Context: an optimization exercise on an open-source flow, tuned for small area, a short achievable clock period and few clock cycles. The choices shown serve that exercise and are no tape-out recipe.
Where RTL was checked, it was by simulation tests only, not by an equivalence proof against the original.
Only the layout flow was run in runs 2 and 3; the RTL was not checked for function there.
Power is estimated from default activity; no workload was simulated.

==> design.v <==
`timescale 1ns/1ps
module symcodec_rx (
    input  wire        clk,
    input  wire        rst,
    input  wire        in_valid,
    output wire        in_ready,
    input  wire [63:0] in_data,     
    input  wire [3:0]  in_groups,   
    input  wire        in_last,     
    output reg         out_valid,
    output reg  [7:0]  out_byte,
    output reg  [2:0]  out_kind,    
    output reg         done,
    output wire [1:0]  res,         
    output wire [3:0]  cause,       
    output wire        chkmis,
    output wire [15:0] clean_bits,
    output wire [15:0] n_bytes,
    output wire [31:0] pre,
    output wire [15:0] len,
    output wire [7:0]  stored_chk,
    output wire [7:0]  calc_chk,
    output wire [15:0] bad_index,
    output wire [5:0]  bad_win
);
    localparam [2:0] K_PRE = 3'd0, K_LEN = 3'd1, K_PAY = 3'd2, K_CHK = 3'd3, K_TRAIL = 3'd4;
    function [3:0] nib6;
        input [5:0] c;
        begin
            nib6[3] = c[5];
            nib6[2] = (c[5] & c[3] & ~c[0]) | (c[4] & ~c[2] & ~c[1]) | (c[4] & ~c[0]);
            nib6[1] = (~c[5] & ~c[3] & c[0]) | (c[5] & ~c[3] & ~c[0]) |
                      (c[5] & ~c[2] & ~c[1]) | (c[4] & c[3] & ~c[0]);
            nib6[0] = c[5] ^ c[4] ^ c[1];
        end
    endfunction
    function mapped6;
        input [5:0] cw;
        begin
            case (cw)
                6'd13, 6'd14, 6'd19, 6'd21, 6'd22, 6'd25, 6'd26, 6'd28,
                6'd35, 6'd37, 6'd38, 6'd41, 6'd42, 6'd44, 6'd49, 6'd50:
                    mapped6 = 1'b1;
                default:
                    mapped6 = 1'b0;
            endcase
        end
    endfunction
    function [6:0] therm3;
        input [2:0] v;
        begin
            therm3[0] = v[2] | v[1] | v[0];
            therm3[1] = v[2] | v[1];
            therm3[2] = v[2] | (v[1] & v[0]);
            therm3[3] = v[2];
            therm3[4] = v[2] & (v[1] | v[0]);
            therm3[5] = v[2] & v[1];
            therm3[6] = v[2] & v[1] & v[0];
        end
    endfunction
    function [2:0] ones4;
        input [3:0] c;
        begin
            ones4[2] = &c;
            ones4[1] = ((c[0] & c[1]) | (c[0] & c[2]) | (c[0] & c[3]) |
                        (c[1] & c[2]) | (c[1] & c[3]) | (c[2] & c[3])) & ~(&c);
            ones4[0] = ^c;
        end
    endfunction
    function [4:0] cut_tab;
        input [2:0] l;
        input [3:0] n;
        integer il, in_, t;
        begin
            cut_tab = 5'd0;
            for (il = 0; il < 6; il = il + 1)
                for (in_ = 0; in_ < 9; in_ = in_ + 1) begin
                    t = il + in_;
                    if (l == il && n == in_)
                        cut_tab = cut_tab | {t >= 12, t >= 6,
                                             (t >= 12) ? t[2:0] - 3'd4 : (t >= 6) ? t[2:0] - 3'd6 : t[2:0]};
                end
        end
    endfunction
    function [5:0] rev6;
        input [5:0] v;
        rev6 = {v[0], v[1], v[2], v[3], v[4], v[5]};
    endfunction
    function [7:0] join4;
        input [3:0] a;
        input [2:0] na;
        input [3:0] b;
        integer i;
        begin
            for (i = 0; i < 8; i = i + 1)
                join4[i] = (i < na) ? a[i] : (i - na < 4) ? b[i - na] : 1'b0;
        end
    endfunction
    assign in_ready = 1'b1;
    integer k, j;
    reg [3:0] s1_qb [0:1];   
    reg [2:0] s1_qn [0:1];   
    reg       s1_last;
    reg [7:0] cl_in;
    reg [1:0] pb [0:3];      
    reg [3:0] qb [0:1];      
    reg [2:0] qn [0:1];
    always @(*) begin
        for (k = 0; k < 8; k = k + 1)
            cl_in[k] = in_valid && (in_groups > k) &&
                       ((in_data[8*k +: 8] == 8'h00) || (in_data[8*k +: 8] == 8'hFF));
        for (k = 0; k < 4; k = k + 1) begin
            pb[k][0] = cl_in[2*k] ? in_data[16*k] : in_data[16*k+8];
            pb[k][1] = in_data[16*k+8];
        end
        for (k = 0; k < 2; k = k + 1) begin
            qb[k][0] = (cl_in[4*k] | cl_in[4*k+1]) ? pb[2*k][0] : pb[2*k+1][0];
            qb[k][1] = (cl_in[4*k] & cl_in[4*k+1]) ? pb[2*k][1] :
                       (cl_in[4*k] | cl_in[4*k+1]) ? pb[2*k+1][0] : pb[2*k+1][1];
            qb[k][2] = (cl_in[4*k] & cl_in[4*k+1]) ? pb[2*k+1][0] : pb[2*k+1][1];
            qb[k][3] = pb[2*k+1][1];
            qn[k]    = ones4(cl_in[4*k +: 4]);
        end
    end
    always @(posedge clk) begin
        s1_qb[0] <= qb[0];
        s1_qb[1] <= qb[1];
        if (rst) begin
            s1_qn[0] <= 3'd0;
            s1_qn[1] <= 3'd0;
            s1_last  <= 1'b0;
        end else begin
            s1_qn[0] <= qn[0];
            s1_qn[1] <= qn[1];
            s1_last  <= in_valid && in_last;
        end
    end
    reg [7:0] s2_c;          
    reg [3:0] s2_n;          
    reg [2:0] s2_r;          
    reg       s2_v0;         
    reg       s2_v1;         
    reg       s2_last;
    reg [2:0] left_n;        
    wire [3:0] n_cmp  = {1'b0, s1_qn[0]} + {1'b0, s1_qn[1]};
    wire [4:0] cnt    = cut_tab(left_n, n_cmp);
    wire       tot12  = cnt[4];
    wire       tot6   = cnt[3];
    wire [2:0] left_nx = cnt[2:0];
    wire [6:0] q0_more = therm3(s1_qn[0]);
    wire [7:0] c_join  = ({4'd0, s1_qb[0] & q0_more[3:0]}) | ({4'd0, s1_qb[1]} << s1_qn[0]);
    always @(posedge clk) begin
        s2_c <= c_join;
        s2_r <= left_n;
        if (rst) begin
            s2_n    <= 4'd0;
            s2_v0   <= 1'b0;
            s2_v1   <= 1'b0;
            s2_last <= 1'b0;
            left_n  <= 3'd0;
        end else begin
            s2_n    <= n_cmp;
            s2_v0   <= tot6;
            s2_v1   <= tot12;
            s2_last <= s1_last;
            left_n  <= s1_last ? 3'd0 : left_nx;
        end
    end
    reg [4:0] acc;           
    reg [11:0] s3_w;         
    reg        s3_g0;        
    reg        s3_b0;        
    reg        s3_g1;        
    reg        s3_b1;        
    reg [3:0]  s3_n;         
    reg        s3_last;
    wire [6:0]  r_more = therm3(s2_r);
    wire [12:0] seq    = ({8'd0, acc & r_more[4:0]}) | ({5'd0, s2_c} << s2_r);
    wire       m0  = mapped6(seq[5:0]);
    wire       m1  = mapped6(seq[11:6]);
    always @(posedge clk) begin
        acc  <= s2_v1 ? {4'd0, seq[12]} : s2_v0 ? seq[10:6] : seq[4:0];
        s3_w <= seq[11:0];
        if (rst) begin
            s3_g0   <= 1'b0;
            s3_b0   <= 1'b0;
            s3_g1   <= 1'b0;
            s3_b1   <= 1'b0;
            s3_n    <= 4'd0;
            s3_last <= 1'b0;
        end else begin
            s3_g0   <= s2_v0 &&  m0;
            s3_b0   <= s2_v0 && !m0;
            s3_g1   <= s2_v1 && m0 &&  m1;
            s3_b1   <= s2_v1 && m0 && !m1;
            s3_n    <= s2_n;
            s3_last <= s2_last;
        end
    end
    reg        aborted;
    reg        have_low;
    reg [3:0]  low_nib;
    reg [12:0] byte_cnt;
    reg [15:0] clean_cnt;
    reg [31:0] pre_r;
    reg [15:0] len_r;
    reg [7:0]  xor_r;
    reg [7:0]  stored_r;
    reg        got_chk;
    reg        mis_r;        
    reg [5:0]  bad_r;        
    reg        chk_r;
    reg         fresh;
    wire        ab_b    = aborted  && !fresh;
    wire        hl_b    = have_low && !fresh;
    wire [12:0] bc_b    = fresh ? 13'd0 : byte_cnt;
    wire [12:0] byte_inc  = byte_cnt + 13'd1;
    wire [4:0]  clean_lo  = {1'b0, clean_cnt[3:0]} + {1'b0, s3_n};
    wire [11:0] clean_hi1 = clean_cnt[15:4] + 12'd1;
    wire [15:0] clean_sum = {clean_lo[4] ? clean_hi1 : clean_cnt[15:4], clean_lo[3:0]};
    wire [7:0]  x_b     = fresh ? 8'd0  : xor_r;
    wire        gc_b    = got_chk  && !fresh;
    wire [5:0] w0 = s3_w[5:0];
    wire [5:0] w1 = s3_w[11:6];
    wire [3:0] d0 = nib6(w0);
    wire [3:0] d1 = nib6(w1);
    wire g0   = s3_g0 && !ab_b;
    wire g1   = s3_g1 && !ab_b;
    wire bad0 = s3_b0 && !ab_b;
    wire bad1 = s3_b1 && !ab_b;
    wire bad  = bad0 || bad1;
    wire       byte_go  = hl_b ? g0 : g1;
    wire [7:0] new_byte = hl_b ? {d0[3:0], low_nib} : {d1[3:0], d0[3:0]};
    wire        ge6     = (byte_cnt[12:3] != 10'd0) || (byte_cnt[2:1] == 2'd3);
    wire        at_pre  = fresh || (byte_cnt[12:2] == 11'd0);
    wire        at_len  = !fresh && (byte_cnt[12:1] == 12'd2);
    wire        at_chk  = !fresh && !got_chk && ge6 && chk_r;
    reg  [2:0]  kind;
    always @(*) begin
        if (at_pre)      kind = K_PRE;
        else if (at_len) kind = K_LEN;
        else if (gc_b)   kind = K_TRAIL;
        else if (at_chk) kind = K_CHK;
        else             kind = K_PAY;
    end
    wire ab_nx = ab_b || bad;
    wire gc_nx = gc_b || (byte_go && at_chk);
    wire clr   = s3_last && (ab_nx || !gc_nx);
    wire [7:0] wr_byte = clr ? 8'd0 : new_byte;
    always @(posedge clk) begin
        if (clr || (byte_go && bc_b == 16'd0)) pre_r[7:0]   <= wr_byte;
        if (clr || (byte_go && bc_b == 16'd1)) pre_r[15:8]  <= wr_byte;
        if (clr || (byte_go && bc_b == 16'd2)) pre_r[23:16] <= wr_byte;
        if (clr || (byte_go && bc_b == 16'd3)) pre_r[31:24] <= wr_byte;
        if (clr || (byte_go && bc_b == 16'd4)) len_r[7:0]   <= wr_byte;
        if (clr || (byte_go && bc_b == 16'd5)) len_r[15:8]  <= wr_byte;
        if (clr || (byte_go && at_chk))        stored_r     <= wr_byte;
        if (bad)
            bad_r <= bad0 ? rev6(w0) : rev6(w1);
        out_byte <= new_byte;
        if (g0 && !(hl_b ^ g1))
            low_nib <= g1 ? d1[3:0] : d0[3:0];
        out_kind <= kind;
        if (byte_go)
            chk_r <= (bc_b == 13'd5) ? (new_byte == 8'd0 && len_r[7:0] == 8'd0) :
                                       ({3'd0, byte_cnt} == len_r + 16'd5);
        aborted   <= ab_nx;
        have_low  <= hl_b ^ g0 ^ g1;
        byte_cnt  <= fresh ? {12'd0, byte_go} : byte_go ? byte_inc : byte_cnt;
        clean_cnt <= fresh ? {12'd0, s3_n} : clean_sum;
        if (clr)
            xor_r <= 8'd0;
        else if (byte_go && kind <= K_PAY)
            xor_r <= x_b ^ new_byte;
        else
            xor_r <= x_b;
        got_chk   <= gc_nx;
        if (clr)
            mis_r <= 1'b0;
        else if (byte_go && at_chk)
            mis_r <= (new_byte != x_b);
        fresh <= rst || s3_last;
        if (rst) begin
            out_valid <= 1'b0;
            done      <= 1'b0;
        end else begin
            out_valid <= byte_go;
            done      <= s3_last;
        end
    end
    assign res        = {aborted || !got_chk, 1'b1};
    assign cause      = aborted ? 4'd4 : !got_chk ? 4'd5 : mis_r ? 4'd3 : 4'd0;
    assign chkmis     = mis_r;
    assign clean_bits = clean_cnt;
    assign n_bytes    = {3'd0, byte_cnt};
    assign pre        = pre_r;
    assign len        = len_r;
    assign stored_chk = stored_r;
    assign calc_chk   = xor_r;
    assign bad_index  = {2'd0, byte_cnt, have_low};
    assign bad_win    = bad_r;
endmodule
==> flow/run.sh <==
#!/bin/bash
# Standard ORFS layout (standard.sh: the standard flow's synthesis, floorplan, place, CTS,
# route, finish) with one change: the buffers that buffer_ports puts on every
# input and output port are sky130_fd_sc_hd__buf_1 cells instead of the
# default pick. The full make output goes to standard.log in this folder;
# each ORFS step's own log stays under orfs/logs/.
set -euo pipefail
export BUFFER_PORTS_ARGS="-buffer_cell sky130_fd_sc_hd__buf_1"
bash standard.sh > standard.log 2>&1
==> standard.sh <==
#!/bin/bash
# synth_recipe.tcl (not shown) runs the flow's synth.tcl, then flattens the netlist and writes it again
# the make line also repeats each setting of config.mk as NAME=value (left out here)
make -C /OpenROAD-flow-scripts/flow DESIGN_CONFIG=/design/flow/config.mk WORK_HOME=/design/flow/orfs CLKGATE_MAP_FILE= SYNTH_SCRIPT=/design/flow/synth_recipe.tcl "${@:-finish}"
==> config.mk <==
export PLATFORM = sky130hd
export DESIGN_NAME = symcodec_rx
export DESIGN_NICKNAME = symcodec_rx
export VERILOG_FILES = /design/flow/design.v
export SDC_FILE = /design/flow/constraint.sdc
export NUM_CORES = 4
export LEC_CHECK = 0
export ABC_AREA = 1
export CAP_MARGIN = 20
export CORE_MARGIN = 2
export CORE_UTILIZATION = 50
export CTS_BUF_LIST = sky130_fd_sc_hd__clkbuf_8
export SETUP_SLACK_MARGIN = 2.8
export SLEW_MARGIN = 20
==> constraint.sdc <==
create_clock -name core_clock -period 5.0 [get_ports {clk}]
set_input_delay 1.0000 -clock core_clock [delete_from_list [all_inputs] [get_ports {clk}]]
set_output_delay 1.0000 -clock core_clock [all_outputs]
set_load 0.01 [all_outputs]
==> impl_results.md, run 1 <==
* Status: finished clean
* RSZ-0062 raised after global routing: true
* GRT Util Overall at 0.239
* Cells after Synth at 1262
* Vias at 8822
* Maximum VDD drop at 0.161 mV
* Leak at 5.02 nW
* Delay-heaviest family, CP: adder cells
* Share of layout cells above drive strength 1 at 0.122
* Largest area contributor in the netlist: dfxtp_1
* I/O Buffers at 202
* Post-route cell area at 11700 µm²
* FP Rows at 50
* Reg clk slew, reported paths at 0.10 ns
* # nets final at 1579
* Starting Density at 0.513
* Clock tree buffer depth at 2
* DP Area at 10500 µm²
* Critical path's slowest cell: fa_2
* Power, Total at 2.70 mW
* Synthesized area at 9660 µm²
* Final hold vios at 0
* Antenna Cells at 0
* Total wire length at 24.6 mm
* Synth top area share at 0.240
* Post-synthesis sequential area ratio at 0.452
* Asr flop ratio synth at 0
* Max-slew violation total from the final report at 0
* Root Buffer: clkbuf_8
* Pre-antenna DRT Iters at 7
* Die area at 20400 µm²
* Die Width at 143 µm
* Pwr Density at 231 nW/µm²
* Clock latency on the worst-skew pair at 0.47 ns
* Detail Route Antenna Nets at 0
* First-pass GRT wire length at 38.8 mm
* Synthesized area per cell at 7.65 µm²
* Initial antenna violation count at 0
* Int Pwr at 1.99 mW
* Num CTS Buffers at 17
* YS warnings at 6
* Starting DRT DRC Count at 550
* # DRC at 0
* Post-synth cell types at 57
* Clk pwr share at 0.357
* Die Span Y at 143 µm
* Startpoint Class: flop
* Post-CTS Hold Buffers at 0
* Data arrival, critical path at 2.57 ns
* CP Max Fanout at 7
* Post-synth EDFFs at 68
* Layout area overhead at 21.1%
* Via density at 5.02
* CTS Sinks at 184
* Vias in the first global route at 7951
* Clock skew at 0.0159 ns
* Seq cells post-synth at 184
* CP Cell Sequence: ha_2 -> fa_2 -> inv_6 -> nand2_8 -> nor2_1 -> nand4_1 -> nand2_1 -> nor2_1 -> nand2_1 -> nor2_1 -> nand3_1 -> nand2_1 -> inv_1
* Worst-Margin Slew at 0.815 ns
* Pin count of the biggest net entering global routing at 27
* Top post-synthesis cells by area: dfxtp_1 (24%), edfxtp_1 (21%), nand2_1 (11%)
* Total grt overflow at 0
* Final worst path period share at 0.438
* CTS tree: built
* Slowest Stage Delay on Critical Path at 0.67 ns
* Worst Path Buf+Inv at 2
* Ys flop type: dfxtp_1
* Minimum clock period at 2.19 ns
* CP Capture Type: flop
* Net Sw Frac at 0.262
* Max-cap viol count at 0
* Combinational power share at 0.061
* Total Neg Setup Slack at 0 ns
* Core area at 18800 µm²
* Register share of total power at 0.582
* WL per Instance at 14.0 µm
* Htree depth at 4
* WP data required at 5.38 ns
* Crit Path Category: flop to flop
* Min-delay worst type: flop to flop
* Achievable Freq at 457 MHz
* Final setup vio count at 0
* Slew margin rel. at 0.453
* Hpwl dp at 18.4 mm
* # IOs at 211
* Gpl congestion at 0.892
* Switching power at 710 µW
* Post-Route Utilization at 0.621
==> Yosys cell counts, types with 3 or more instances <==
cell      instances
o211ai_1          4
nor3_1           23
or2_2             3
o21ai_2           4
nor2_2            7
o31ai_1           3
edfxtp_1         68
o22ai_1           7
nand3_1         101
dfxtp_1         116
a31oi_1           3
o41ai_1           3
o21a_1            5
buf_4            25
buf_6             5
nand4_1          36
nand2_1         295
xor2_1           11
clkbuf_1         10
inv_2             7
a21oi_1          47
a21oi_2           4
o21ai_1           6
o21ai_0          72
nor4_1           12
buf_2             4
nor2_1          125
and3_1            3
ha_1             21
xnor2_1           9
inv_1           186
==> registers in the layout (all words and copies together) (netlist names), 3 cells and up <==
register   cells
out_byte       8
bad_r          6
s1_qb          8
s2_c           8
pre_r         32
out_kind       3
xor_r          8
s3_w          12
s2_r           3
s3_n           4
left_n         3
acc            5
len_r         16
stored_r       8
clean_cnt     16
s1_qn          6
s2_n           4
byte_cnt      13
low_nib        4
==> timing repair <==
item	4_1_cts	5_1_grt
setup buffers	13	20
gates resized for setup	70	74
endpoints found under the setup margin	156	150
cloned	2	1
pin swaps	8	13
endpoints found under the hold margin	0	0
==> worst paths after layout <==
check	from	endpoint	slack, ns	depth (start not counted)
max	s1_qn[0][0]	s2_v0	2.81	13
min	s2_n[0]	s3_n[0]	0.40	2
max reg2reg	s1_qn[0][0]	s2_v0	2.81	13
min reg2reg	s2_n[0]	s3_n[0]	0.40	2
==> per-stage QoR <==
step	hold WS, ns	std cells	setup WS, ns
floorplan	0.365	1268	2.82
global placement	0.389	1689	1.91
detailed placement	0.395	1689	1.86
CTS	0.409	1736	2.80
global route	0.420	1757	2.65
finish	0.404	1757	2.81
==> power groups by stage <==
stage	combinational (mW)	sequential (mW)	clock (mW)
4_1_cts	0.152	1.58	0.984
6_report	0.164	1.57	0.966
5_1_grt	0.188	1.58	1.05
2_1_floorplan	0.0869	1.61	0
3_3_place_gp	0.140	1.61	0
3_5_place_dp	0.142	1.61	0
==> logic make-up after synthesis <==
group	count (synthesis)	share of synthesized area
AO/OA/AOI/OAI	167	0.0993
XOR/XNOR	22	0.0229
adder cells (fa/ha/maj)	23	0.0313
buffers and inverters	238	0.107
flip-flops	184	0.452
multiplexers	2	0.00207
other	2	0.000777
AND/OR/NAND/NOR	624	0.285
==> layer usage <==
layer  track usage  part of all wire
met1         0.301              0.44
met2         0.424              0.50
met3        0.0419             0.055
met4        0.0610             0.014
met5             0                 0
==> worst register-to-register path: stages (launching register included) <==
cell,delay (ns)
dfxtp_4,0.38
ha_2,0.21
fa_2,0.67
inv_6,0.09
nand2_8,0.09
nor2_1,0.07
nand4_1,0.11
nand2_1,0.08
nor2_1,0.09
nand2_1,0.06
nor2_1,0.08
nand3_1,0.09
nand2_1,0.07
inv_1,0.04
==> cell usage in the layout, fill, tap and decap left out, types with 6 or more instances in the layout <==
| master | n |
|---|---|
| inv_2 | 9 |
| a21oi_1 | 45 |
| nand4_1 | 36 |
| nor2_1 | 112 |
| nor4_1 | 12 |
| xnor2_1 | 9 |
| edfxtp_1 | 68 |
| buf_1 | 200 |
| o21ai_0 | 59 |
| o21ai_2 | 7 |
| nand2_1 | 288 |
| inv_1 | 178 |
| clkbuf_8 | 17 |
| dfxtp_1 | 94 |
| nand3_2 | 6 |
| dfxtp_2 | 17 |
| o21ai_1 | 14 |
| ha_1 | 19 |
| nor3_1 | 21 |
| buf_4 | 31 |
| conb_1 | 8 |
| inv_6 | 7 |
| xor2_1 | 10 |
| nand3_1 | 96 |
| o22ai_1 | 7 |
| nor2_4 | 17 |
==> layout make-up <==
class	instances	area, µm²
fillers	1755	7130
multi-input cells	847	4680
flip-flops and latches	184	4400
repair buffers	239	1130
inverters	194	767
well taps	260	325
clock buffers	17	234
clock inverters	15	153
repair inverters	1	8.76
Testbench counts, summed over its fixed seeds: cycles 15,365.
==> run 2: changes to the inputs <==
--- a/design.v
+++ b/design.v
@@ -208,3 +208,3 @@
     reg [7:0]  stored_r;
-    reg        got_chk;
+    reg        short_r;      
     reg        mis_r;        
@@ -221,3 +221,3 @@
     wire [7:0]  x_b     = fresh ? 8'd0  : xor_r;
-    wire        gc_b    = got_chk  && !fresh;
+    wire        gc_b    = !short_r && !fresh;    
     wire [5:0] w0 = s3_w[5:0];
@@ -236,3 +236,3 @@
     wire        at_len  = !fresh && (byte_cnt[12:1] == 12'd2);
-    wire        at_chk  = !fresh && !got_chk && ge6 && chk_r;
+    wire        at_chk  = !fresh && short_r && ge6 && chk_r;
     reg  [2:0]  kind;
@@ -276,3 +276,3 @@
             xor_r <= x_b;
-        got_chk   <= gc_nx;
+        short_r   <= !ab_nx && !gc_nx;
         if (clr)
@@ -290,4 +290,4 @@
     end
-    assign res        = {aborted || !got_chk, 1'b1};
-    assign cause      = aborted ? 4'd4 : !got_chk ? 4'd5 : mis_r ? 4'd3 : 4'd0;
+    assign res        = {aborted || short_r, 1'b1};
+    assign cause      = {1'b0, aborted || short_r, mis_r, short_r || mis_r};
     assign chkmis     = mis_r;
--- a/config.mk
+++ b/config.mk
@@ -12,3 +12,3 @@
 export CTS_BUF_LIST = sky130_fd_sc_hd__clkbuf_8
-export SETUP_SLACK_MARGIN = 2.8
+export SETUP_SLACK_MARGIN = 2.7
 export SLEW_MARGIN = 20
==> impl_results.md, run 2 <==
* RR Startpoint: s3_w[5]
* Reg clk slew, reported paths at 0.10 ns (about the same)
* Post-route cell area at 11400 µm² (-2.6%)
* CTS tree: built
* Pre-antenna DRT Iters at 5 (-2)
* CP Capture Type: flop
* Starting Density at 0.513 (about the same)
* Die area at 20400 µm² (about the same)
* WL per Instance at 13.8 µm (-1.4%)
* Max-slew violation total from the final report at 0 (unchanged)
* Initial antenna violation count at 0 (unchanged)
* Pin count of the biggest net entering global routing at 38 (+41%)
* Post-CTS Hold Buffers at 0 (unchanged)
* HP Start: s2_n[2]
* Maximum VDD drop at 0.190 mV (+18%)
* Startpoint Class: flop
* First-pass GRT wire length at 37.5 mm (-3.3%)
* Slew margin rel. at 0.408 (-0.0443)
* Detail Route Antenna Nets at 0 (unchanged)
* Final hold vios at 0 (unchanged)
* Gpl congestion at 0.909 (+1.9%)
* Synth top area share at 0.240 (about the same)
* Status: finished clean
* Ys flop type: dfxtp_1
* Crit Path Category: flop to flop
* Worst-Margin Slew at 0.878 ns (+0.0635 ns)
* Largest Register: pre_r
* # IOs at 211 (unchanged)
* Die Span Y at 143 µm (about the same)
* Hpwl dp at 18.1 mm (-1.4%)
* Antenna Cells at 0 (unchanged)
* CP Max Fanout at 5 (-2)
* FP Rows at 50 (unchanged)
* Final setup vio count at 0 (unchanged)
* Synthesized area at 9660 µm² (about the same)
* Num CTS Buffers at 17 (unchanged)
* Total wire length at 24.1 mm (-2.1%)
* RSZ-0062 raised after global routing: true
* Starting DRT DRC Count at 478 (-13%)
* # DRC at 0 (unchanged)
* DP Area at 10500 µm² (-0.44%)
* WP data required at 5.37 ns (about the same)
* Min-delay worst type: flop to flop
* Core area at 18800 µm² (unchanged)
* CTS Sinks at 184 (unchanged)
* Post-synth cell types at 54 (-5.3%)
* Cells after Synth at 1264 (+0.16%)
* Power, Total at 2.75 mW (+1.8%)
* Post-synth EDFFs at 68 (unchanged)
* Synthesized area per cell at 7.64 µm² (-0.17%)
* Via density at 5.07 (+0.96%)
* Max-cap viol count at 0 (unchanged)
* GRT Util Overall at 0.231 (-0.00773)
* Data arrival, critical path at 2.64 ns (+0.07 ns)
* Minimum clock period at 2.27 ns (+0.0827 ns)
* Vias in the first global route at 7742 (-2.6%)
* Top post-synthesis cells by area: dfxtp_1 (24%), edfxtp_1 (21%), nand2_1 (12%)
* Reg2reg path depth at 10 (-3)
* Htree depth at 4 (unchanged)
* Achievable Freq at 440 MHz (-3.6%)
* Total grt overflow at 0 (unchanged)
* Regs by FF count: pre_r x32, clean_cnt x16, len_r x16
* Vias at 8841 (+0.22%)
* I/O Buffers at 202 (unchanged)
* Seq cells post-synth at 184 (unchanged)
* Layout area overhead at 18.0%
* Max FFs per register at 32 (unchanged)
* Asr flop ratio synth at 0 (unchanged)
* YS warnings at 6 (unchanged)
* Reg-to-reg endpoint: mis_r
* Root Buffer: clkbuf_8
* Largest area contributor in the netlist: dfxtp_1
* Total Neg Setup Slack at 0 ns (unchanged)
* Final worst path period share at 0.455 (+0.0165)
* Post-Route Utilization at 0.605 (-0.0160)
* Share of layout cells above drive strength 1 at 0.0977 (-0.0245)
* # nets final at 1566 (-0.82%)
* Post-synth top cells: nand2_1 (299), inv_1 (165), nor2_1 (135), nand3_1 (126), dfxtp_1 (116)
* Die Width at 143 µm (about the same)
* Internal reg-to-reg setup slack at 2.73 ns (-0.08 ns)
* Most frequent cell after synthesis: nand2_1
* Clock tree buffer depth at 2 (unchanged)
* Pwr Density at 241 nW/µm² (+4.5%)
* Most frequent cells in the layout: nand2_1 (295), buf_1 (202), inv_1 (158)
* Clock skew at 0.0190 ns (+0.00306 ns)
* Fillers at 1822 (+3.8%)
* Leak at 4.90 nW (-2.3%)
* Post-synthesis sequential area ratio at 0.452 (about the same)
* Clock latency on the worst-skew pair at 0.48 ns (about the same)
* Commonest non-fill, non-tap cell in the layout: nand2_1
* Worst Hold Depth at 2 (unchanged)
* Min-Delay Endpoint: s3_n[2]
-- run 2: changes by cell type in the layout (fill, tap and decap cells not counted), sizes merged, moves of 4 or more --
cell,change
nand2,+5
nor2,+9
inv,-25
buf,-10
o21a,-4
nand3,+26
-- run 2: worst max-delay path by stage --
stage,startpoint,slack (ns),endpoint
after CTS,s2_r[0],2.71,s3_b0
after detailed placement,fresh,1.48,len_r[11]
final,s3_w[5],2.73,mis_r
after floorplan,fresh,2.77,len_r[10]
after global placement,fresh,1.66,len_r[9]
after global routing,s3_w[5],2.60,mis_r
-- run 2: area by class of cell --
type / instances / area, µm² / share of cell area
Multi-Input combinational cell: 866 / 4580 / 0.402
Timing Repair Buffer: 228 / 983 / 0.0863
Clock buffer: 17 / 234 / 0.0205
Inverter: 172 / 689 / 0.0605
Tap cell: 260 / 325 / 0.0285
Sequential cell: 184 / 4390 / 0.385
Timing Repair inverter: 2 / 13.8 / 0.00121
Clock inverter: 15 / 183 / 0.0160
-- run 2: layer usage --
| metal | track usage | wire [µm] | up-vias |
|---|---|---|---|
| li1 | - | - | 4543 |
| met1 | 0.303 | 10600 | 3967 |
| met2 | 0.393 | 11700 | 297 |
| met3 | 0.0382 | 1370 | 34 |
| met4 | 0.0683 | 422 | 0 |
| met5 | 0 | 0 | - |
-- run 2: timing repair --
action | in CTS | in global routing
pin swaps | 2 | 10
buffers inserted | 7 | 15
cloned | 1 | 3
gates resized for setup | 55 | 41
setup endpoints to repair | 156 | 132
-- run 2: kinds of logic after synthesis --
group                    share of synthesized area
AO/OA/AOI/OAI                               0.0816
XOR/XNOR                                    0.0254
adder cells (fa/ha/maj)                     0.0313
buffers and inverters                        0.102
flip-flops                                   0.452
multiplexers                               0.00104
other                                     0.000777
AND/OR/NAND/NOR                              0.306
-- run 2: stage by stage --
step           worst slack (ns)  cells  hold slack, ns
2_1_floorplan              2.77   1270           0.388
3_3_place_gp               1.66   1686           0.392
3_5_place_dp               1.48   1686           0.394
4_1_cts                    2.71   1726           0.400
5_1_grt                    2.60   1744           0.410
6_report                   2.73   1744           0.400
-- run 2: worst max-delay path: stages (launching register included) --
cell and delay [ns]:
dfxtp_1 0.38, inv_1 0.18, nor2_1 0.08, o21ai_0 0.15, nand3_1 0.18, o21ai_0 0.74
nand2_1 0.15, nand2_1 0.10, nand3_1 0.07, nor2_1 0.09, nor2_1 0.05
-- run 2: power by group --
part	internal [mW]	switching, mW
Sequential	1.56	0.0134
Clock	0.388	0.624
Combinational	0.0560	0.106
==> run 3: changes to the inputs <==
==> flow/run.sh (replaced) <==
#!/bin/bash
# Standard ORFS layout (standard.sh: the standard flow's synthesis, floorplan, place, CTS,
# route, finish) with two changes: the buffers that buffer_ports puts on every
# input and output port are sky130_fd_sc_hd__buf_1 cells instead of the
# default pick, and clock tree synthesis builds the tree from clkbuf_8 cells
# without the dummy loads it otherwise adds to even out the tree.
# The full make output goes to standard.log in this folder; each ORFS step's
# own log stays under orfs/logs/.
set -euo pipefail
export BUFFER_PORTS_ARGS="-buffer_cell sky130_fd_sc_hd__buf_1"
export CTS_ARGS="-sink_clustering_enable -repair_clock_nets -buf_list sky130_fd_sc_hd__clkbuf_8 -dont_use_dummy_load"
bash standard.sh > standard.log 2>&1
--- a/config.mk
+++ b/config.mk
@@ -11,3 +11,2 @@
 export CORE_UTILIZATION = 50
-export CTS_BUF_LIST = sky130_fd_sc_hd__clkbuf_8
 export SETUP_SLACK_MARGIN = 2.7
==> impl_results.md, run 3 <==
* Status: finished clean
* WL per Instance at 13.9 µm (+0.23%)
* Synthesized area at 9660 µm² (unchanged)
* Final hold vios at 0 (unchanged)
* Startpoint Class: flop
* Post-synth top cells: nand2_1 (299), inv_1 (165), nor2_1 (135), nand3_1 (126), dfxtp_1 (116)
* Pin count of the biggest net entering global routing at 38 (unchanged)
* Most frequent cells in the layout: nand2_1 (293), buf_1 (202), inv_1 (158)
* Share of layout cells above drive strength 1 at 0.0912 (-0.00655)
* Seq cells post-synth at 184 (unchanged)
* Achievable Freq at 451 MHz (+2.6%)
* Final setup vio count at 0 (unchanged)
* Starting DRT DRC Count at 537 (+12%)
* Layout area overhead at 16.5%
* Internal reg-to-reg setup slack at 2.78 ns (+0.06 ns)
* # IOs at 211 (unchanged)
* # nets final at 1567 (+0.064%)
* CP Capture Type: flop
* Crit Path Category: flop to flop
* Register share of total power at 0.636 (+0.063)
* Antenna Cells at 0 (unchanged)
* RSZ-0062 raised after global routing: true
* I/O Buffers at 202 (unchanged)
* Synth Area in Simple Gates at 0.306 (unchanged)
* Clock skew at 0.0402 ns (+0.0213 ns)
* Post-CTS Hold Buffers at 0 (unchanged)
* Total wire length at 24.0 mm (-0.58%)
* RR Startpoint: s1_qn[0][0]
* Total Neg Setup Slack at 0 ns (unchanged)
* Post-Route Utilization at 0.598 (-0.00764)
* Worst-Margin Slew at 0.789 ns (-0.0895 ns)
* Final worst path period share at 0.443 (-0.0115)
* Pre-antenna DRT Iters at 5 (unchanged)
* Net Sw Frac at 0.225 (-0.0451)
* Commonest non-fill, non-tap cell in the layout: nand2_1
* Main combinational cell family by area after synthesis: simple AND/OR/NAND/NOR gates
* GRT Util Overall at 0.228 (-0.00298)
* Max layer used: met4
* Detail Route Antenna Nets at 0 (unchanged)
* Int Pwr at 1.92 mW (-4.2%)
* Clock tree buffer depth at 2 (unchanged)
* Met1 wire length at 10.7 mm (+0.72%)
* Slew margin rel. at 0.470 (+0.0618)
* Clock latency on the worst-skew pair at 0.46 ns (-0.02 ns)
* Htree depth at 4 (unchanged)
* Hpwl dp at 18.1 mm (unchanged)
* Maximum VDD drop at 0.175 mV (-7.7%)
* DR WL met2 at 11.7 mm (about the same)
* Minimum clock period at 2.22 ns (-0.0575 ns)
* CTS Sinks at 184 (unchanged)
* Reg clk slew, reported paths at 0.07 ns (-0.03 ns)
* Compound-gate portion of the synthesized area at 0.0816 (unchanged)
* Vias at 8785 (-0.63%)
* Via density at 5.08 (+0.17%)
* FP Rows at 50 (unchanged)
* HP Start: s2_n[2]
* Largest area contributor in the netlist: dfxtp_1
* Num CTS Buffers at 17 (unchanged)
* Total grt overflow at 0 (unchanged)
* Switching power at 559 µW (-25%)
* Cells after Synth at 1264 (unchanged)
* CTS tree: built
* Die area at 20400 µm² (unchanged)
* Synth top area share at 0.240 (unchanged)
* Starting Density at 0.513 (unchanged)
* Initial antenna violation count at 0 (unchanged)
* Root Buffer: clkbuf_8
* Top post-synthesis cells by area: dfxtp_1 (24%), edfxtp_1 (21%), nand2_1 (12%)
* Leak at 4.83 nW (-1.4%)
* Crit. Startpoint: s1_qn[0][0]
* Place WS at 1.48 ns (unchanged)
* Die Width at 143 µm (unchanged)
* Most frequent cell after synthesis: nand2_1
* CP Max Fanout at 8 (+3)
* Min-delay worst type: flop to flop
* Synthesized area per cell at 7.64 µm² (unchanged)
* Clk pwr share at 0.298 (-0.070)
* Post-Synth Adder-Cell Area at 0.0313 (unchanged)
* Mux share of post-synthesis cell area at 0.00104 (unchanged)
* # DRC at 0 (unchanged)
* Met3 WL at 1.28 mm (-6.6%)
* WP data required at 5.36 ns (about the same)
* Post-synth cell types at 54 (unchanged)
* Xor-xnor portion of the synthesized cell area at 0.0254 (unchanged)
* First-pass GRT wire length at 37.2 mm (-0.86%)
* Post-synthesis sequential area ratio at 0.452 (unchanged)
* Gpl congestion at 0.909 (unchanged)
* Pwr Density at 221 nW/µm² (-8.6%)
* Asr flop ratio synth at 0 (unchanged)
* Regs by FF count: pre_r x32, clean_cnt x16, len_r x16
* Post-synth EDFFs at 68 (unchanged)
* YS warnings at 6 (unchanged)
* Ys flop type: dfxtp_1
* Data arrival, critical path at 2.58 ns (-0.06 ns)
* Die Span Y at 143 µm (unchanged)
* Combinational power share at 0.066 (+0.007)
* Vias in the first global route at 7684 (-0.75%)
* Max FFs per register at 32 (unchanged)
* Max-cap viol count at 0 (unchanged)
* Max-slew violation total from the final report at 0 (unchanged)
* Largest Register: pre_r
* Worst setup slack after layout at 2.78 ns (+0.0575 ns)
* Core area at 18800 µm² (unchanged)
-- run 3: worst paths after layout --
path	endpoint	depth (start not counted)
hold / removal	s3_n[2]	2
setup / recovery	left_n[0]	10
hold reg to reg	s3_n[2]	2
setup reg to reg	left_n[0]	10
-- run 3: worst max-delay path: stages (launching register included) --
cell and delay, ns:
dfxtp_2 0.36, ha_1 0.24, fa_2 0.63, inv_2 0.10, nor2_2 0.21, nand2_1 0.14, nor2_1 0.17, nor2_1 0.06
nand3b_1 0.08, nor2_1 0.04, a21oi_1 0.12
-- run 3: per-stage QoR --
stage	hold WS [ns]	power [mW]	instances	instance area [µm²]
6_report	0.388	2.48	1730	11300
5_1_grt	0.403	2.59	1730	11300
4_1_cts	0.388	2.50	1711	10900
3_5_place_dp	0.394	1.76	1686	10500
3_3_place_gp	0.392	1.76	1686	10500
2_1_floorplan	0.388	1.71	1270	9690
-- run 3: kinds of logic (layout without fill, tap and decap cells) --
group / Yosys count / count (layout)
simple gates: 661 / 663
fa+ha+maj: 23 / 23
flops: 184 / 184
mux: 1 / 1
other cells: 2 / 8
compound gates: 147 / 147
xor+xnor: 24 / 24
buf+inv: 222 / 420
-- run 3: repair_timing --
| action | 4_1_cts | 5_1_grt |
|---|---|---|
| cloned | 1 | 4 |
| setup buffers | 7 | 15 |
| pin swaps | 3 | 11 |
| resized for setup | 50 | 53 |
| setup endpoints to repair | 150 | 121 |
-- run 3: area by class of cell --
type | instances | area [µm²]
well taps | 260 | 325
fillers | 1827 | 7570
multi-input cells | 866 | 4600
repair buffers | 229 | 1010
clock buffers | 17 | 234
flip-flops and latches | 184 | 4390
repair inverters | 2 | 13.8
inverters | 172 | 692
-- run 3: power by group through the flow --
stage / logic, mW / clock network (mW) / registers, mW
after detailed placement: 0.148 / 0 / 1.61
after CTS: 0.156 / 0.762 / 1.58
after floorplan: 0.0923 / 0 / 1.61
after global routing: 0.187 / 0.818 / 1.58
final: 0.165 / 0.739 / 1.58
after global placement: 0.146 / 0 / 1.61
-- run 3: per-layer routing --
| metal | vias to the layer above | GRT usage |
|---|---|---|
| met2 | 286 | 0.388 |
| met1 | 3951 | 0.303 |
| li1 | 4527 | - |
| met5 | - | 0 |
| met4 | 0 | 0.0589 |
| met3 | 21 | 0.0382 |
==> run 4: changes to the inputs <==
--- a/design.v
+++ b/design.v
@@ -208,3 +208,3 @@
     reg [7:0]  stored_r;
-    reg        short_r;      
+    reg        got_chk;
     reg        mis_r;        
@@ -221,3 +221,3 @@
     wire [7:0]  x_b     = fresh ? 8'd0  : xor_r;
-    wire        gc_b    = !short_r && !fresh;    
+    wire        gc_b    = got_chk  && !fresh;
     wire [5:0] w0 = s3_w[5:0];
@@ -236,3 +236,3 @@
     wire        at_len  = !fresh && (byte_cnt[12:1] == 12'd2);
-    wire        at_chk  = !fresh && short_r && ge6 && chk_r;
+    wire        at_chk  = !fresh && !got_chk && ge6 && chk_r;
     reg  [2:0]  kind;
@@ -276,3 +276,3 @@
             xor_r <= x_b;
-        short_r   <= !ab_nx && !gc_nx;
+        got_chk   <= gc_nx;
         if (clr)
@@ -290,4 +290,4 @@
     end
-    assign res        = {aborted || short_r, 1'b1};
-    assign cause      = {1'b0, aborted || short_r, mis_r, short_r || mis_r};
+    assign res        = {aborted || !got_chk, 1'b1};
+    assign cause      = aborted ? 4'd4 : !got_chk ? 4'd5 : mis_r ? 4'd3 : 4'd0;
     assign chkmis     = mis_r;
==> impl_results.md, run 4 <==
* Layout area overhead at 17.3%
* CP Capture Type: output pin
* # nets final at 1567 (unchanged)
* Net Sw Frac at 0.224 (-0.000727)
* Final setup vio count at 0 (unchanged)
* Mux share of post-synthesis cell area at 0.00207 (+0.00104)
* Xor-xnor portion of the synthesized cell area at 0.0229 (-0.00246)
* Top post-synthesis cells by area: dfxtp_1 (24%), edfxtp_1 (21%), nand2_1 (11%)
* Worst setup slack after layout at 2.77 ns (-0.0192 ns)
* Pre-antenna DRT Iters at 5 (unchanged)
* # IOs at 211 (unchanged)
* Synthesized area per cell at 7.65 µm² (+0.17%)
* Multi-input gate area at 4610 µm² (+0.38%)
* Status: finished clean
* Post-synthesis sequential area ratio at 0.452 (about the same)
* Post-route cell area at 11300 µm² (+0.63%)
* Post-Route Utilization at 0.602 (+0.00379)
* Inst Count DP at 1689 (+0.18%)
* FP Rows at 50 (unchanged)
* Reg-to-reg endpoint: s2_v0
* Starting Density at 0.513 (about the same)
* Clock tree buffer depth at 2 (unchanged)
* Startpoint Class: flop
* # DRC at 0 (unchanged)
* Switching power at 554 µW (-0.81%)
* Worst Hold Depth at 2 (unchanged)
* Most frequent cells in the layout: nand2_1 (289), buf_1 (200), inv_1 (180)
* Synth Area in Simple Gates at 0.285 (-0.0208)
* Antenna Cells at 0 (unchanged)
* I/O Buffers at 202 (unchanged)
* YS warnings at 6 (unchanged)
* Maximum VDD drop at 0.160 mV (-8.5%)
* FF/Latch Area at 4390 µm² (about the same)
* Gpl congestion at 0.892 (-1.8%)
* RR Startpoint: s1_qn[0][0]
* Vias at 8657 (-1.5%)
* Achievable Freq at 448 MHz (-0.86%)
* CTS Sinks at 184 (unchanged)
* Die area at 20400 µm² (about the same)
* Clk pwr share at 0.301 (+0.003)
* Crit Path Category: flop to output pin
* HP Start: s2_n[0]
* Regs by FF count: pre_r x32, clean_cnt x16, len_r x16
* Die Width at 143 µm (about the same)
* RSZ-0062 raised after global routing: true
* Max-slew violation total from the final report at 0 (unchanged)
* Register share of total power at 0.637 (about the same)
* GRT Util Overall at 0.235 (+0.00705)
* WP data required at 4.00 ns (-1.36 ns)
* Vias in the first global route at 7830 (+1.9%)
* Power, Total at 2.47 mW (-0.49%)
* Via density at 5.00 (-1.5%)
* Final worst path period share at 0.447 (+0.00385)
* Detail Route Antenna Nets at 0 (unchanged)
* Minimum clock period at 2.23 ns (+0.0192 ns)
* Combinational power share at 0.062 (-0.004)
* Num CTS Buffers at 17 (unchanged)
* Clock skew at 0.0317 ns (-0.00854 ns)
* Post-synth EDFFs at 68 (unchanged)
* Ys flop type: dfxtp_1
* Most frequent cell after synthesis: nand2_1
* Main combinational cell family by area after synthesis: simple AND/OR/NAND/NOR gates
* Asr flop ratio synth at 0 (unchanged)
* Post-Synth Adder-Cell Area at 0.0313 (about the same)
* Cells after Synth at 1262 (-0.16%)
* Pin count of the biggest net entering global routing at 27 (-29%)
* Reg clk slew, reported paths at 0.07 ns (about the same)
* Slew margin rel. at 0.459 (-0.0111)
* Initial antenna violation count at 0 (unchanged)
* Clock latency on the worst-skew pair at 0.47 ns (about the same)
* Total Neg Setup Slack at 0 ns (unchanged)
* Largest area contributor in the netlist: dfxtp_1
* Max FFs per register at 32 (unchanged)
* Final hold vios at 0 (unchanged)
* Internal reg-to-reg setup slack at 2.80 ns (+0.02 ns)
* Leak at 4.86 nW (+0.68%)
* Synth top area share at 0.240 (about the same)
* Share of layout cells above drive strength 1 at 0.0884 (-0.00272)
* Commonest non-fill, non-tap cell in the layout: nand2_1
* Largest Register: pre_r
* Min-delay worst type: flop to flop
* WHS at 0.398 ns (+0.00991 ns)
* Total wire length at 24.1 mm (+0.47%)
* Fillers at 1788 (-2.1%)
* Post-synth top cells: nand2_1 (295), inv_1 (186), nor2_1 (125), dfxtp_1 (116), nand3_1 (101)
* Int Pwr at 1.92 mW (-0.39%)
* Data arrival, critical path at 1.23 ns (-1.35 ns)
* WL per Instance at 13.9 µm (+0.47%)
* Starting DRT DRC Count at 463 (-14%)
* Min-Delay Endpoint: s3_n[0]
* Htree depth at 4 (unchanged)
* Reg2reg path depth at 12 (+2)
* Non-filler cells in the finished layout at 1730 (unchanged)
* Post-synth cell types at 57 (+5.6%)
* Seq cells post-synth at 184 (unchanged)
* Synthesized area at 9660 µm² (about the same)
* Compound-gate portion of the synthesized area at 0.0993 (+0.0177)
* Max-cap viol count at 0 (unchanged)
* Hpwl dp at 18.4 mm (+1.5%)
* Worst-Margin Slew at 0.805 ns (+0.0165 ns)
* Total grt overflow at 0 (unchanged)
* CTS tree: built
* DP Area at 10500 µm² (+0.44%)
* Root Buffer: clkbuf_8
* Die Span Y at 143 µm (about the same)
* Pwr Density at 218 nW/µm² (-1.1%)
* Crit. Startpoint: mis_r
* CP Max Fanout at 3 (-5)
* Place WS at 1.86 ns (+0.380 ns)
* Core area at 18800 µm² (unchanged)
* First-pass GRT wire length at 38.2 mm (+2.7%)
[run 4: cell families (layout without fill, tap and decap cells)]
| family | after synthesis | in the layout |
|---|---|---|
| buf+inv | 238 | 439 |
| xor+xnor | 22 | 22 |
| mux | 2 | 2 |
| fa+ha+maj | 23 | 23 |
| compound gates | 167 | 167 |
| other cells | 2 | 8 |
| flops | 184 | 184 |
| simple gates | 624 | 625 |
[run 4: how the worst max path moves through the flow]
stage / to / depth (start not counted)
2_1_floorplan: pre_r[10] / 7
3_3_place_gp: pre_r[0] / 8
3_5_place_dp: pre_r[0] / 8
4_1_cts: left_n[0] / 11
5_1_grt: s2_v0 / 14
6_report: cause[0] / 3
[run 4: layer usage]
layer  vias to the layer above  part of all wire  track usage  wire [µm]
met5                         -                 0            0          0
met4                         0             0.010       0.0547        252
met3                        20             0.055       0.0409       1330
met2                       272              0.49        0.417      11900
met1                      3851              0.44        0.299      10600
li1                       4514                 -            -          -
[run 4: area by class of cell]
class | instances | area share
clock buffer | 17 | 0.0207
inverter | 194 | 0.0670
multi-input combinational | 847 | 0.407
sequential | 184 | 0.387
tap | 260 | 0.0287
timing repair buffer | 227 | 0.0885
timing repair inverter | 1 | 0.000773
[run 4: repair_timing]
item,CTS,global route
gates resized for setup,50,56
endpoints found under the setup margin,140,110
pin swaps,7,9
buffers inserted,10,12
hold buffers,0,0
gates cloned,1,1
[run 4: critical path, stage by stage, from the launching register on]
cell and delay (ns):
dfxtp_1 0.38, inv_1 0.11, a21oi_1 0.13, buf_2 0.18
[run 4: power by group through the flow]
stage	combinational, mW	sequential [mW]	clock [mW]
finish	0.153	1.57	0.744
global route	0.177	1.58	0.820
CTS	0.150	1.58	0.764
detailed placement	0.142	1.61	0
global placement	0.140	1.61	0
floorplan	0.0869	1.61	0
Testbench counts of run 4, summed over its fixed seeds: cycles 15,365.
==> run 5: changes to the inputs <==
--- a/design.v
+++ b/design.v
@@ -69,17 +69,2 @@
     endfunction
-    function [4:0] cut_tab;
-        input [2:0] l;
-        input [3:0] n;
-        integer il, in_, t;
-        begin
-            cut_tab = 5'd0;
-            for (il = 0; il < 6; il = il + 1)
-                for (in_ = 0; in_ < 9; in_ = in_ + 1) begin
-                    t = il + in_;
-                    if (l == il && n == in_)
-                        cut_tab = cut_tab | {t >= 12, t >= 6,
-                                             (t >= 12) ? t[2:0] - 3'd4 : (t >= 6) ? t[2:0] - 3'd6 : t[2:0]};
-                end
-        end
-    endfunction
     function [5:0] rev6;
@@ -139,3 +124,4 @@
     reg [3:0] s2_n;          
-    reg [2:0] s2_r;          
+    reg       s2_rp;         
+    reg [2:0] s2_rq;         
     reg       s2_v0;         
@@ -143,8 +129,35 @@
     reg       s2_last;
-    reg [2:0] left_n;        
-    wire [3:0] n_cmp  = {1'b0, s1_qn[0]} + {1'b0, s1_qn[1]};
-    wire [4:0] cnt    = cut_tab(left_n, n_cmp);
-    wire       tot12  = cnt[4];
-    wire       tot6   = cnt[3];
-    wire [2:0] left_nx = cnt[2:0];
+    reg       left_p;        
+    reg [2:0] left_q;        
+    function [5:0] left_oh;
+        input       p;
+        input [2:0] q;
+        integer l;
+        begin
+            for (l = 0; l < 6; l = l + 1)
+                left_oh[l] = (p == l[0]) && q[l % 3];
+        end
+    endfunction
+    wire [3:0] n_cmp = {1'b0, s1_qn[0]} + {1'b0, s1_qn[1]};
+    wire [5:0] lo    = left_oh(left_p, left_q);
+    wire [8:1] n_ge;
+    assign n_ge[1] = n_cmp != 4'd0;
+    assign n_ge[2] = n_cmp[3] | n_cmp[2] | n_cmp[1];
+    assign n_ge[3] = n_cmp[3] | n_cmp[2] | (n_cmp[1] & n_cmp[0]);
+    assign n_ge[4] = n_cmp[3] | n_cmp[2];
+    assign n_ge[5] = n_cmp[3] | (n_cmp[2] & (n_cmp[1] | n_cmp[0]));
+    assign n_ge[6] = n_cmp[3] | (n_cmp[2] & n_cmp[1]);
+    assign n_ge[7] = n_cmp[3] | (n_cmp[2] & n_cmp[1] & n_cmp[0]);
+    assign n_ge[8] = n_cmp[3];
+    wire tot6  = (lo[0] & n_ge[6]) | (lo[1] & n_ge[5]) | (lo[2] & n_ge[4]) |
+                 (lo[3] & n_ge[3]) | (lo[4] & n_ge[2]) | (lo[5] & n_ge[1]);
+    wire tot12 = (lo[4] & n_ge[8]) | (lo[5] & n_ge[7]);
+    wire [2:0] n_m3;
+    assign n_m3[0] = (n_cmp == 4'd0) | (n_cmp == 4'd3) | (n_cmp == 4'd6);
+    assign n_m3[1] = (n_cmp == 4'd1) | (n_cmp == 4'd4) | (n_cmp == 4'd7);
+    assign n_m3[2] = (n_cmp == 4'd2) | (n_cmp == 4'd5) | (n_cmp == 4'd8);
+    wire [2:0] q_nx;
+    assign q_nx[0] = (left_q[0] & n_m3[0]) | (left_q[1] & n_m3[2]) | (left_q[2] & n_m3[1]);
+    assign q_nx[1] = (left_q[0] & n_m3[1]) | (left_q[1] & n_m3[0]) | (left_q[2] & n_m3[2]);
+    assign q_nx[2] = (left_q[0] & n_m3[2]) | (left_q[1] & n_m3[1]) | (left_q[2] & n_m3[0]);
     wire [6:0] q0_more = therm3(s1_qn[0]);
@@ -152,4 +165,5 @@
     always @(posedge clk) begin
-        s2_c <= c_join;
-        s2_r <= left_n;
+        s2_c  <= c_join;
+        s2_rp <= left_p;
+        s2_rq <= left_q;
         if (rst) begin
@@ -159,3 +173,4 @@
             s2_last <= 1'b0;
-            left_n  <= 3'd0;
+            left_p  <= 1'b0;
+            left_q  <= 3'b001;
         end else begin
@@ -165,3 +180,4 @@
             s2_last <= s1_last;
-            left_n  <= s1_last ? 3'd0 : left_nx;
+            left_p  <= !s1_last && (left_p ^ n_cmp[0]);
+            left_q  <= s1_last ? 3'b001 : q_nx;
         end
@@ -176,4 +192,7 @@
     reg        s3_last;
-    wire [6:0]  r_more = therm3(s2_r);
-    wire [12:0] seq    = ({8'd0, acc & r_more[4:0]}) | ({5'd0, s2_c} << s2_r);
+    wire [5:0]  ro     = left_oh(s2_rp, s2_rq);
+    wire [2:0]  r_bin  = {ro[4] | ro[5], ro[2] | ro[3], ro[1] | ro[3] | ro[5]};
+    wire [4:0]  r_more = {ro[5], ro[5] | ro[4], ro[5] | ro[4] | ro[3],
+                          ro[5] | ro[4] | ro[3] | ro[2], !ro[0]};
+    wire [12:0] seq    = ({8'd0, acc & r_more}) | ({5'd0, s2_c} << r_bin);
     wire       m0  = mapped6(seq[5:0]);
@@ -208,3 +227,3 @@
     reg [7:0]  stored_r;
-    reg        got_chk;
+    reg        short_r;      
     reg        mis_r;        
@@ -221,3 +240,3 @@
     wire [7:0]  x_b     = fresh ? 8'd0  : xor_r;
-    wire        gc_b    = got_chk  && !fresh;
+    wire        gc_b    = !short_r && !fresh;    
     wire [5:0] w0 = s3_w[5:0];
@@ -236,3 +255,3 @@
     wire        at_len  = !fresh && (byte_cnt[12:1] == 12'd2);
-    wire        at_chk  = !fresh && !got_chk && ge6 && chk_r;
+    wire        at_chk  = !fresh && short_r && ge6 && chk_r;
     reg  [2:0]  kind;
@@ -276,3 +295,3 @@
             xor_r <= x_b;
-        got_chk   <= gc_nx;
+        short_r   <= !ab_nx && !gc_nx;
         if (clr)
@@ -290,4 +309,4 @@
     end
-    assign res        = {aborted || !got_chk, 1'b1};
-    assign cause      = aborted ? 4'd4 : !got_chk ? 4'd5 : mis_r ? 4'd3 : 4'd0;
+    assign res        = {aborted || short_r, 1'b1};
+    assign cause      = {1'b0, aborted || short_r, mis_r, short_r || mis_r};
     assign chkmis     = mis_r;
--- a/flow/run.sh
+++ b/flow/run.sh
@@ -10,3 +10,3 @@
 export BUFFER_PORTS_ARGS="-buffer_cell sky130_fd_sc_hd__buf_1"
-export CTS_ARGS="-sink_clustering_enable -repair_clock_nets -buf_list sky130_fd_sc_hd__clkbuf_8 -dont_use_dummy_load"
+export CTS_ARGS="-sink_clustering_enable -repair_clock_nets -buf_list {sky130_fd_sc_hd__clkbuf_8 sky130_fd_sc_hd__clkbuf_16} -dont_use_dummy_load"
 bash standard.sh > standard.log 2>&1
==> impl_results.md, run 5 <==
* Die area at 19300 µm² (-5.7%)
* GRT Util Overall at 0.225 (-0.0102)
* DP Area at 9900 µm² (-5.8%)
* Inst Count DP at 1507 (-11%)
* Register share of total power at 0.558 (-0.079)
* Slew margin rel. at 0.398 (-0.0613)
* Final setup vio count at 0 (unchanged)
* Clock skew at 0.0398 ns (+0.00813 ns)
* Die Span Y at 139 µm (-2.9%)
* Cells after Synth at 1110 (-12%)
* Layout area overhead at 19.8%
* Leak at 4.37 nW (-10%)
* WHS at 0.397 ns (-0.000816 ns)
* FP Rows at 49 (-2.0%)
* Starting DRT DRC Count at 398 (-14%)
* Combinational power share at 0.064 (+0.002)
* Gpl congestion at 0.888 (-0.46%)
* Starting Density at 0.508 (-0.00506)
* Core area at 17900 µm² (-4.9%)
* Commonest non-fill, non-tap cell in the layout: nand2_1
* Clock tree buffer depth at 2 (unchanged)
* Num CTS Buffers at 17 (unchanged)
* Synth Area in Simple Gates at 0.248 (-0.0368)
* First-pass GRT wire length at 35.2 mm (-7.7%)
* I/O Buffers at 202 (unchanged)
* Compound-gate portion of the synthesized area at 0.102 (+0.00275)
* # DRC at 0 (unchanged)
* Clock latency on the worst-skew pair at 0.44 ns (-0.03 ns)
* WP data required at 4.00 ns (about the same)
* Total Neg Setup Slack at 0 ns (unchanged)
* Worst setup slack after layout at 2.76 ns (-0.00856 ns)
* Final worst path period share at 0.449 (+0.00171)
* Regs by FF count: pre_r x32, clean_cnt x16, len_r x16
* Maximum VDD drop at 0.228 mV (+42%)
* Post-CTS Hold Buffers at 0 (unchanged)
* Minimum clock period at 2.24 ns (+0.00856 ns)
* Final hold vios at 0 (unchanged)
* Main combinational cell family by area after synthesis: simple AND/OR/NAND/NOR gates
* Synthesized area at 9090 µm² (-5.9%)
* # IOs at 211 (unchanged)
* Min-delay worst type: flop to flop
* Xor-xnor portion of the synthesized cell area at 0.0338 (+0.0109)
* CTS tree: built
* CP Capture Type: output pin
* Post-Synth Adder-Cell Area at 0.0333 (+0.00195)
* Synthesized area per cell at 8.19 µm² (+7.0%)
* Achievable Freq at 446 MHz (-0.38%)
* Switching power at 630 µW (+14%)
* WL per Instance at 14.1 µm (+1.3%)
* Htree depth at 4 (unchanged)
* Power, Total at 2.88 mW (+16%)
* Vias in the first global route at 7353 (-6.1%)
* Crit Path Category: flop to output pin
* Pre-antenna DRT Iters at 7 (+2)
* Total wire length at 21.8 mm (-9.3%)
* Int Pwr at 2.25 mW (+17%)
* Ys flop type: dfxtp_1
* Most frequent cell after synthesis: nand2_1
* Non-filler cells in the finished layout at 1550 (-10%)
* Data arrival, critical path at 1.24 ns (about the same)
* Clk pwr share at 0.378 (+0.077)
* Place WS at 2.23 ns (+0.370 ns)
* Share of layout cells above drive strength 1 at 0.109 (+0.0206)
* Detail Route Antenna Nets at 0 (unchanged)
* Initial antenna violation count at 0 (unchanged)
* Via density at 5.15 (+3.0%)
* Net Sw Frac at 0.219 (-0.00528)
* Max FFs per register at 32 (unchanged)
* Root Buffer: clkbuf_16
* # nets final at 1418 (-9.5%)
* Post-synth EDFFs at 68 (unchanged)
* Most frequent cells in the layout: nand2_1 (202), buf_1 (201), inv_1 (141)
* Startpoint Class: flop
* Pwr Density at 264 nW/µm² (+21%)
* Largest area contributor in the netlist: dfxtp_1
* Top post-synthesis cells by area: dfxtp_1 (26%), edfxtp_1 (22%), nand2_1 (8.8%)
* Die Width at 139 µm (-2.9%)
* Antenna Cells at 0 (unchanged)
* Post-synth top cells: nand2_1 (213), inv_1 (150), dfxtp_1 (118), nor2_1 (109), nand3_1 (84)
* Worst-Margin Slew at 0.903 ns (+0.0981 ns)
* Post-synthesis sequential area ratio at 0.484 (+0.0326)
* Largest Register: pre_r
* Vias at 7990 (-7.7%)
* Hpwl dp at 16.4 mm (-11%)
* Mux share of post-synthesis cell area at 0.00110 (-0.000972)
* CP Max Fanout at 6 (+3)
* Max-cap viol count at 0 (unchanged)
* RSZ-0062 raised after global routing: true
* Asr flop ratio synth at 0 (unchanged)
* Post-Route Utilization at 0.609 (+0.00702)
* Status: finished clean
* Seq cells post-synth at 186 (+1.1%)
* CTS Sinks at 186 (+1.1%)
* Reg clk slew, reported paths at 0.06 ns (about the same)
* Post-route cell area at 10900 µm² (-3.8%)
* Total grt overflow at 0 (unchanged)
* Post-synth cell types at 49 (-14%)
* YS warnings at 6 (unchanged)
* Pin count of the biggest net entering global routing at 32 (+19%)
* Max-slew violation total from the final report at 0 (unchanged)
* Synth top area share at 0.260 (+0.0194)
==> run 5: critical path, cell delays in order (launching register included) <==
cell and delay, ns:
dfxtp_2 0.35, or2_2 0.32, buf_2 0.17
==> run 5: cell type report <==
cell class,count,area [µm²]
multi-input combinational,734,4190
tap,229,287
fill,1699,7010
sequential,186,4420
timing repair buffer,230,982
clock buffer,17,425
inverter,154,593
==> run 5: cell families after synthesis <==
logic type / after synthesis
and+or+nand+nor: 503
DFF: 186
xor gates and xnor gates: 32
adders and majority gates: 23
AOI/OAI and AO/OA: 165
buffers and inverters: 198
other: 2
muxes: 1
==> run 5: layer usage <==
layer | routed length [µm] | vias to the layer above | track usage
met4 | 345 | 0 | 0.0659
li1 | - | 4091 | -
met3 | 1030 | 30 | 0.0404
met2 | 10800 | 232 | 0.394
met5 | 0 | - | 0
met1 | 9690 | 3637 | 0.286
==> run 5: path summary, 6_finish.rpt <==
path / start / cells past startpoint / slack, ns / to
min reg2reg: s2_n[1] / 2 / 0.40 / s3_n[1]
min: s2_n[1] / 2 / 0.40 / s3_n[1]
max reg2reg: byte_cnt[7] / 6 / 2.79 / pre_r[28]
max: short_r / 2 / 2.76 / cause[2]
==> run 5: timing repair <==
| action | CTS | global route |
|---|---|---|
| gates resized for setup | 41 | 68 |
| setup buffers | 7 | 17 |
| pin swaps | 3 | 17 |
| endpoints found under the setup margin | 119 | 107 |
| cloned | 0 | 2 |
==> run 5: power by group through the flow <==
stage | Sequential [mW] | Combinational [mW] | Clock (mW)
global placement | 1.64 | 0.162 | 0
CTS | 1.60 | 0.171 | 1.11
detailed placement | 1.64 | 0.164 | 0
global route | 1.61 | 0.209 | 1.16
floorplan | 1.64 | 0.102 | 0
finish | 1.60 | 0.183 | 1.09
Testbench counts of run 5, summed over its fixed seeds: cycles 15,365.
==> run 6: changes to the inputs <==
==> flow/run.sh (replaced) <==
#!/bin/bash
# Standard ORFS layout (standard.sh: the standard flow's synthesis, floorplan, place, CTS,
# route, finish) with two changes:
#  - the buffers that buffer_ports puts on every input and output port are
#    sky130_fd_sc_hd__buf_1 cells instead of the default pick;
#  - clock tree synthesis builds the tree from clkbuf_8/clkbuf_16 cells and
#    adds no dummy loads to even out the tree.
# The full make output goes to standard.log in this folder; each ORFS step's
# own log stays under orfs/logs/.
set -euo pipefail
export BUFFER_PORTS_ARGS="-buffer_cell sky130_fd_sc_hd__buf_1"
export CTS_ARGS="-sink_clustering_enable -repair_clock_nets -buf_list {sky130_fd_sc_hd__clkbuf_8 sky130_fd_sc_hd__clkbuf_16} -dont_use_dummy_load"
bash standard.sh > standard.log 2>&1
==> impl_results.md, run 6 <==
* Synthesized area per cell at 8.19 µm² (unchanged)
* # IOs at 211 (unchanged)
* Achievable Freq at 446 MHz (unchanged)
* Power, Total at 2.88 mW (unchanged)
* Min-Delay Endpoint: s3_n[1]
* Seq cells post-synth at 186 (unchanged)
* Status: finished clean
* Die Span Y at 139 µm (unchanged)
* Final hold vios at 0 (unchanged)
* Starting DRT DRC Count at 398 (unchanged)
* Post-synth top cells: nand2_1 (213), inv_1 (150), dfxtp_1 (118), nor2_1 (109), nand3_1 (84)
* Vias at 7990 (unchanged)
* # nets final at 1418 (unchanged)
* FF/Latch Area at 4420 µm² (unchanged)
* Worst-Margin Slew at 0.903 ns (unchanged)
* Leak at 4.37 nW (unchanged)
* GRT Util Overall at 0.225 (unchanged)
* Final worst path period share at 0.449 (unchanged)
* Reg2reg path depth at 6 (unchanged)
* Total wire length at 21.8 mm (unchanged)
* Data arrival, critical path at 1.24 ns (about the same)
* Vias in the first global route at 7353 (unchanged)
* Non-filler cells in the finished layout at 1550 (unchanged)
* Cells after Synth at 1110 (unchanged)
* Worst Hold Depth at 2 (unchanged)
* Post-synth EDFFs at 68 (unchanged)
* Slew margin rel. at 0.398 (unchanged)
* CTS tree: built
* Pin count of the biggest net entering global routing at 32 (unchanged)
* Inst Count DP at 1507 (unchanged)
* Internal reg-to-reg setup slack at 2.79 ns (about the same)
* Clock skew at 0.0398 ns (unchanged)
* Maximum VDD drop at 0.228 mV (unchanged)
* Detail Route Antenna Nets at 0 (unchanged)
* Reg-to-reg endpoint: pre_r[28]
* Post-synth cell types at 49 (unchanged)
* RSZ-0062 raised after global routing: true
* Gpl congestion at 0.888 (unchanged)
* Min-delay worst type: flop to flop
* Final setup vio count at 0 (unchanged)
* Reg clk slew, reported paths at 0.06 ns (about the same)
* Pre-antenna DRT Iters at 7 (unchanged)
* CTS Sinks at 186 (unchanged)
* Die Width at 139 µm (unchanged)
* CP Max Fanout at 6 (unchanged)
* WHS at 0.397 ns (unchanged)
* Max-cap viol count at 0 (unchanged)
* WP data required at 4.00 ns (about the same)
* Pwr Density at 264 nW/µm² (unchanged)
* Synthesized area at 9090 µm² (unchanged)
* Synth top area share at 0.260 (unchanged)
* Antenna Cells at 0 (unchanged)
* Clock tree buffer depth at 2 (unchanged)
* Total Neg Setup Slack at 0 ns (unchanged)
* Share of layout cells above drive strength 1 at 0.109 (unchanged)
* First-pass GRT wire length at 35.2 mm (unchanged)
* Layout area overhead at 19.8% (unchanged)
* Most frequent cell after synthesis: nand2_1
* RR Startpoint: byte_cnt[7]
* FP Rows at 49 (unchanged)
* Multi-input gate area at 4190 µm² (unchanged)
* Fillers at 1699 (unchanged)
* Initial antenna violation count at 0 (unchanged)
* HP Start: s2_n[1]
* Asr flop ratio synth at 0 (unchanged)
* Hpwl dp at 16.4 mm (unchanged)
* Regs by FF count: pre_r x32, clean_cnt x16, len_r x16
* Post-synthesis sequential area ratio at 0.484 (unchanged)
* Die area at 19300 µm² (unchanged)
* Ys flop type: dfxtp_1
* Max FFs per register at 32 (unchanged)
* I/O Buffers at 202 (unchanged)
* Crit Path Category: flop to output pin
* Post-Route Utilization at 0.609 (unchanged)
* Most frequent cells in the layout: nand2_1 (202), buf_1 (201), inv_1 (141)
* Starting Density at 0.508 (unchanged)
* Via density at 5.15 (unchanged)
* CP Capture Type: output pin
* Top post-synthesis cells by area: dfxtp_1 (26%), edfxtp_1 (22%), nand2_1 (8.8%)
* Largest area contributor in the netlist: dfxtp_1
* Startpoint Class: flop
* Num CTS Buffers at 17 (unchanged)
* Commonest non-fill, non-tap cell in the layout: nand2_1
* Total grt overflow at 0 (unchanged)
* Minimum clock period at 2.24 ns (unchanged)
* WL per Instance at 14.1 µm (unchanged)
* Core area at 17900 µm² (unchanged)
* Max-slew violation total from the final report at 0 (unchanged)
* # DRC at 0 (unchanged)
* YS warnings at 6 (unchanged)
* Htree depth at 4 (unchanged)
* Clock latency on the worst-skew pair at 0.44 ns (about the same)
* Root Buffer: clkbuf_16
* Largest Register: pre_r
run 6: cell counts in the layout (fill, tap and decap cells not counted):
No cell type changed its count.
run 6: worst max path at each step:
stage                       start            end  slack [ns]  cells past startpoint
after floorplan             fresh      pre_r[24]        2.49                      8
after global placement      fresh      pre_r[30]        2.34                      7
after detailed placement    fresh      pre_r[12]        2.23                     11
after CTS                 s3_w[5]          chk_r        2.68                      8
after global routing      s3_n[0]  clean_cnt[14]        2.58                     15
final                     short_r       cause[2]        2.76                      2
run 6: final cells by class:
class                      count  share of cell area
clock buffer                  17              0.0390
inverter                     154              0.0544
multi-input combinational    734               0.385
sequential                   186               0.405
tap                          229              0.0263
timing repair buffer         230              0.0901
run 6: logic make-up after synthesis:
| group | count (synthesis) | share of synthesized area |
|---|---|---|
| buffers and inverters | 198 | 0.0962 |
| XOR/XNOR | 32 | 0.0338 |
| other | 2 | 0.000826 |
| flip-flops | 186 | 0.484 |
| multiplexers | 1 | 0.00110 |
| AND/OR/NAND/NOR | 503 | 0.248 |
| adder cells (fa/ha/maj) | 23 | 0.0333 |
| AO/OA/AOI/OAI | 165 | 0.102 |
run 6: power by group:
part,switching [mW],internal [mW],leakage (nW),total [mW]
Combinational,0.119,0.0646,2.57,0.183
Sequential,0.0137,1.59,1.59,1.60
Clock,0.497,0.591,0.209,1.09
run 6: what timing repair did:
item / CTS / global route
setup buffers: 7 / 17
hold buffers: 0 / 0
cloned: 0 / 2
pin swaps: 3 / 17
resized for setup: 41 / 68
endpoints found under the setup margin: 119 / 107
run 6: layer usage:
metal  up-vias  GRT usage  part of all wire  wire length (µm)
li1       4091          -                 -                 -
met1      3637      0.286              0.44              9690
met2       232      0.394              0.49             10800
met3        30     0.0404             0.047              1030
met4         0     0.0659             0.016               345
met5         -          0                 0                 0
run 6: critical path, stage by stage, from the launching register on:
cell and delay [ns]:
dfxtp_2 0.35, or2_2 0.32, buf_2 0.17
run 6: stage by stage:
step	area (µm²)	worst slack, ns
2_1_floorplan	9120	2.49
3_3_place_gp	9900	2.34
3_5_place_dp	9900	2.23
4_1_cts	10500	2.68
5_1_grt	10900	2.58
6_report	10900	2.76

## what the ideal ports hide
The flow's constraints put no driver on any port. The routed layouts listed below were extracted and timed again, unchanged, in two steps.
Step 1 assumes that a clkbuf_16 drives the clock port and a buf_2 every other input.
Step 2, shift: input delay + t, output delay - t, t = (earliest + latest rising clock arrival at the registers) / 2. This alone moves slack from input paths to output paths.
Three values: ideal, step 1, step 2; two values: the first two.
run	t (ns)	slack for setup (ns)
run 1	0.502	2.810 / 2.771 / 2.519
run 2	0.508	2.727 / 2.727 / 2.569
run 3	0.480	2.785 / 2.756 / 2.549
run 4	0.489	2.765 / 2.725 / 2.473
run 5	0.467	2.757 / 2.713 / 2.472
run 6	0.467	2.757 / 2.713 / 2.472
After both steps setup and hold are still met in every run listed.
